Background: an optimization exercise with open tools, aiming at small area, a short achievable clock period and few clock cycles. Do not read the settings as production practice. The RTL was checked by simulation tests, not by an equivalence proof against the original design. Power and IR drop assume default switching activity.

Design avchrd, start of the top module:
module avchrd (
    input  wire        clk,
    input  wire        rst,
    input  wire        we,
    input  wire [5:0]  waddr,
    input  wire [31:0] wdata,
    input  wire        cmd_valid,
    input  wire [2:0]  cmd,
    input  wire [5:0]  raddr,
    output reg  [31:0] rdata,
    output wire        busy,
    output wire [2:0]  err
);
    localparam [2:0] C_NOP = 3'd0, C_CLR = 3'd1, C_SER = 3'd2, C_DES = 3'd3,
                     C_RND = 3'd4, C_TOTXT = 3'd5, C_FROMTXT = 3'd6;
    localparam [2:0] E_NONE = 3'd0, E_UNDERFLOW = 3'd1, E_MISSING = 3'd2,
                     E_MALFORMED = 3'd3, E_ILLEGAL = 3'd4;
    localparam [1:0] A_ABSENT = 2'd0, A_OK = 2'd1, A_BAD = 2'd2;
    reg        rec_hmv, rec_ffr, rec_tpoc, rec_p2d;
    reg        rec_n_set, rec_k_set, rec_t_set;
    reg [31:0] rec_n, rec_k, rec_t;
    reg [7:0]  ibuf [0:15];
    reg [4:0]  ilen;
    reg [1:0]  ob_form;
    reg        ob_hmv, ob_ffr, ob_tpoc, ob_p2d;
    reg [31:0] ob_a, ob_k, ob_t;
    reg [1:0]  cons;
    reg [2:0]  err_r;
  ...
Size: about 2,600 cells after synthesis, about 87 I/O pins.
make LEC_CHECK=0 ABC_CLOCK_PERIOD_IN_PS=4000 CAP_MARGIN=40 CELL_PAD_IN_SITES_DETAIL_PLACEMENT=1 CELL_PAD_IN_SITES_GLOBAL_PLACEMENT=2 CORE_MARGIN=2 CORE_UTILIZATION=30 SETUP_SLACK_MARGIN=4.0 SLEW_MARGIN=40 finish   # period 8.0 ns
run.sh (not shown) runs the stock make flow with config.mk's settings and CLKGATE_MAP_FILE= SYNTH_SCRIPT=/design/flow/synth_recipe.tcl, a recipe that flattens the netlist after the stock synthesis.
The baseline went through all stages and came out clean.
Testbench counts at the start, summed over its fixed seeds: cycles 46,172.
==> next run, changes <==
ABC_CLOCK_PERIOD_IN_PS = default   (was 4000)
CORE_UTILIZATION = 45   (was 30)
SETUP_SLACK_MARGIN = 3.5   (was 4.0)
Result:
- The changed run finished with timing, DRC and antenna clean
- utilization is higher by 19 points
- global-route usage came out higher by 14 points
- hold slack gains 0.0053 ns
- worst setup slack is better by 0.12 ns

avchrd again, from the RTL that the note above started with.
make LEC_CHECK=0 CAP_MARGIN=20 CELL_PAD_IN_SITES_DETAIL_PLACEMENT=1 CELL_PAD_IN_SITES_GLOBAL_PLACEMENT=2 CORE_MARGIN=2 CORE_UTILIZATION=45 SETUP_SLACK_MARGIN=2.5 SLEW_MARGIN=20 finish   # period 8.0 ns
The first run completed with no timing, DRC or antenna violations.
Testbench counts at the start, summed over its fixed seeds: cycles 46,172.
Edit:
--- a/flow/config.mk
+++ b/flow/config.mk
@@ -8 +8 @@
-export CAP_MARGIN = 20
+export CAP_MARGIN = 40
@@ -12,3 +12,3 @@
-export CORE_UTILIZATION = 45
-export SETUP_SLACK_MARGIN = 2.5
-export SLEW_MARGIN = 20
+export CORE_UTILIZATION = 60
+export SETUP_SLACK_MARGIN = 3.5
+export SLEW_MARGIN = 40
The new run aborted during 5_1_grt.
Synthesized cell count does not change.
Synthesized area stays the same.

Another version of the RTL of avchrd (not shown whole).
Size in the first run: roughly 590 flip-flops.
==> flow/config.mk <==
export PLATFORM = sky130hd
export DESIGN_NAME = avchrd
export DESIGN_NICKNAME = avchrd
export VERILOG_FILES = /design/flow/design.v
export SDC_FILE = /design/flow/constraint.sdc
export NUM_CORES = 4
export LEC_CHECK = 0
export CAP_MARGIN = 20
export CELL_PAD_IN_SITES_DETAIL_PLACEMENT = 1
export CELL_PAD_IN_SITES_GLOBAL_PLACEMENT = 2
export CORE_MARGIN = 2
export CORE_UTILIZATION = 45
export SETUP_SLACK_MARGIN = 2.8
export SLEW_MARGIN = 20
==> flow/constraint.sdc <==
create_clock -name core_clock -period 8.0 [get_ports {clk}]
set_input_delay 1.6000 -clock core_clock [delete_from_list [all_inputs] [get_ports {clk}]]
set_output_delay 1.6000 -clock core_clock [all_outputs]
set_load 0.01 [all_outputs]
standard.sh (not shown) runs the stock make flow with config.mk's settings and CLKGATE_MAP_FILE= SYNTH_SCRIPT=/design/flow/synth_recipe.tcl, a recipe that flattens the netlist after the stock synthesis.
==> flow/flow/run.sh <==
#!/bin/bash
# Standard layout, with sizing not limited to cells of the same footprint,
# the port buffers made of a plain buffer cell instead of a delay buffer, and
# a clock tree with larger sink clusters and no dummy loads.
set -euo pipefail
bash standard.sh MATCH_CELL_FOOTPRINT=0 \
    "BUFFER_PORTS_ARGS=-buffer_cell sky130_fd_sc_hd__buf_2" \
    "CTS_ARGS=-sink_clustering_enable -repair_clock_nets -dont_use_dummy_load -sink_clustering_size 30 -sink_clustering_max_diameter 70" \
    finish > standard.log 2>&1
The first run finished with timing, DRC and antenna clean.
Testbench counts at the start, summed over its fixed seeds: cycles 46,172.
Then changed:
Settings changed: CELL_PAD_IN_SITES_DETAIL_PLACEMENT 1 to 0, CELL_PAD_IN_SITES_GLOBAL_PLACEMENT 2 to 1, SETUP_SLACK_MARGIN 2.8 to 2.6.
Result: The changed run completed with no timing, DRC or antenna violations; power falls slightly; count of clock-buffer cells in the layout came out higher by 1; first-iteration DRC count increases by a few percent; die area stays the same; routed wire length goes down by a few percent; clock skew barely changes; register-to-register slack improves by 0.42 ns; non-clock buffer count fell by 87; critical path depth came out lower by 1; clock power is about the same.

avchrd, a different RTL version from the one above (not shown whole).
Size in the first run: about 590 flip-flops, ~87 I/O pins, ~0.031 sq mm of cells after synthesis.
Settings: LEC_CHECK=0, CAP_MARGIN=20, CELL_PAD_IN_SITES_DETAIL_PLACEMENT=1, CELL_PAD_IN_SITES_GLOBAL_PLACEMENT=2, CORE_MARGIN=2, CORE_UTILIZATION=45, SETUP_SLACK_MARGIN=2.5, SLEW_MARGIN=20; clock period 8.0 ns.
==> flow/flow/run.sh <==
#!/bin/bash
# Standard layout, with sizing not limited to cells of the same footprint,
# the port buffers made of a plain buffer cell instead of a delay buffer, and
# a clock tree with larger sink clusters and no dummy loads.
set -euo pipefail
bash standard.sh MATCH_CELL_FOOTPRINT=0 \
    "BUFFER_PORTS_ARGS=-buffer_cell sky130_fd_sc_hd__buf_4" \
    "CTS_ARGS=-sink_clustering_enable -repair_clock_nets -dont_use_dummy_load -sink_clustering_size 30 -sink_clustering_max_diameter 100" \
    finish > standard.log 2>&1
Testbench counts at the start, summed over its fixed seeds: cycles 46,172.
Rerun with:
==> flow/flow/run.sh (replaced) <==
#!/bin/bash
# Standard layout, with sizing not limited to cells of the same footprint and
# the port buffers made of a plain buffer cell instead of a delay buffer.
set -euo pipefail
bash standard.sh MATCH_CELL_FOOTPRINT=0 \
    "BUFFER_PORTS_ARGS=-buffer_cell sky130_fd_sc_hd__buf_4" \
    finish > standard.log 2>&1
The changed run ran to the end with no violations; core utilization is higher by 2.2 points; final cell count went up by a few percent; synthesized area stays the same.
Rerun with:
==> flow/flow/run.sh (replaced) <==
#!/bin/bash
# Standard layout, with sizing not limited to cells of the same footprint,
# the port buffers made of a plain buffer cell instead of a delay buffer, and
# a clock tree with larger sink clusters and no dummy loads.
set -euo pipefail
bash standard.sh MATCH_CELL_FOOTPRINT=0 \
    "BUFFER_PORTS_ARGS=-buffer_cell sky130_fd_sc_hd__buf_4" \
    "CTS_ARGS=-sink_clustering_enable -repair_clock_nets -dont_use_dummy_load -sink_clustering_size 24 -sink_clustering_max_diameter 60" \
    finish > standard.log 2>&1
What happened: The new run completed with no timing, DRC or antenna violations. Non-clock buffer count came out lower by 4. Power came out lower by 12%. Setup slack got worse by 35 ps. Routed wire length came out lower by 0.56%. Global-route usage came out lower by 0.29 points. Sequential power stays flat. Die area is unchanged. Synthesized area does not change. Maximum frequency came out lower by 0.63%. Clock skew came out higher by 38 ps.

## afterwards: timing with drivers on the ports
No port has a modelled driver above. Below, the same layouts with a new extraction and two added sets of constraints. Step 1 sets driving cells, clkbuf_16 on the clock port and buf_2 on the other inputs (assumed; they add their load-dependent delay and slew). Step 2, shift: input delay + t, output delay - t, t = (earliest + latest rising clock arrival at the registers) / 2. This alone moves slack from input paths to output paths. a / b / c = no drivers / after step 1 / after step 2; a / b = the first two.
run | shift t [ns] | setup slack, ns | hold slack, ns | clock arrival spread, ns
the first run of note 1 | 0.722 | 2.452 / 2.217 / 2.217 | 0.445 / 0.445 / 0.445 | 0.033 / 0.034
the second run of note 1 | 0.687 | 2.571 / 2.219 / 2.219 | 0.450 / 0.450 / 0.450 | 0.039 / 0.040
the first run of note 2 | 0.700 | 2.390 / 2.257 / 2.006 | 0.447 / 0.447 / 0.447 | 0.022 / 0.022
the first run of note 3 | 0.679 | 2.598 / 2.440 / 2.440 | 0.438 / 0.438 / 0.438 | 0.052 / 0.052
the second run of note 3 | 0.672 | 2.473 / 2.401 / 2.449 | 0.446 / 0.446 / 0.446 | 0.051 / 0.051
the first run of note 4 | 0.703 | 2.377 / 2.163 / 2.163 | 0.428 / 0.428 / 0.428 | 0.055 / 0.055
the second run of note 4 | 0.700 | 2.436 / 2.187 / 2.187 | 0.465 / 0.465 / 0.465 | 0.024 / 0.025
the third run of note 4 | 0.700 | 2.400 / 2.163 / 2.163 | 0.468 / 0.468 / 0.468 | 0.065 / 0.065
After both steps setup and hold are still met in every run listed. The setup slack of the first run of note 2, which loses most, moves by -0.133 ns with the drivers and by -0.384 ns with both steps.
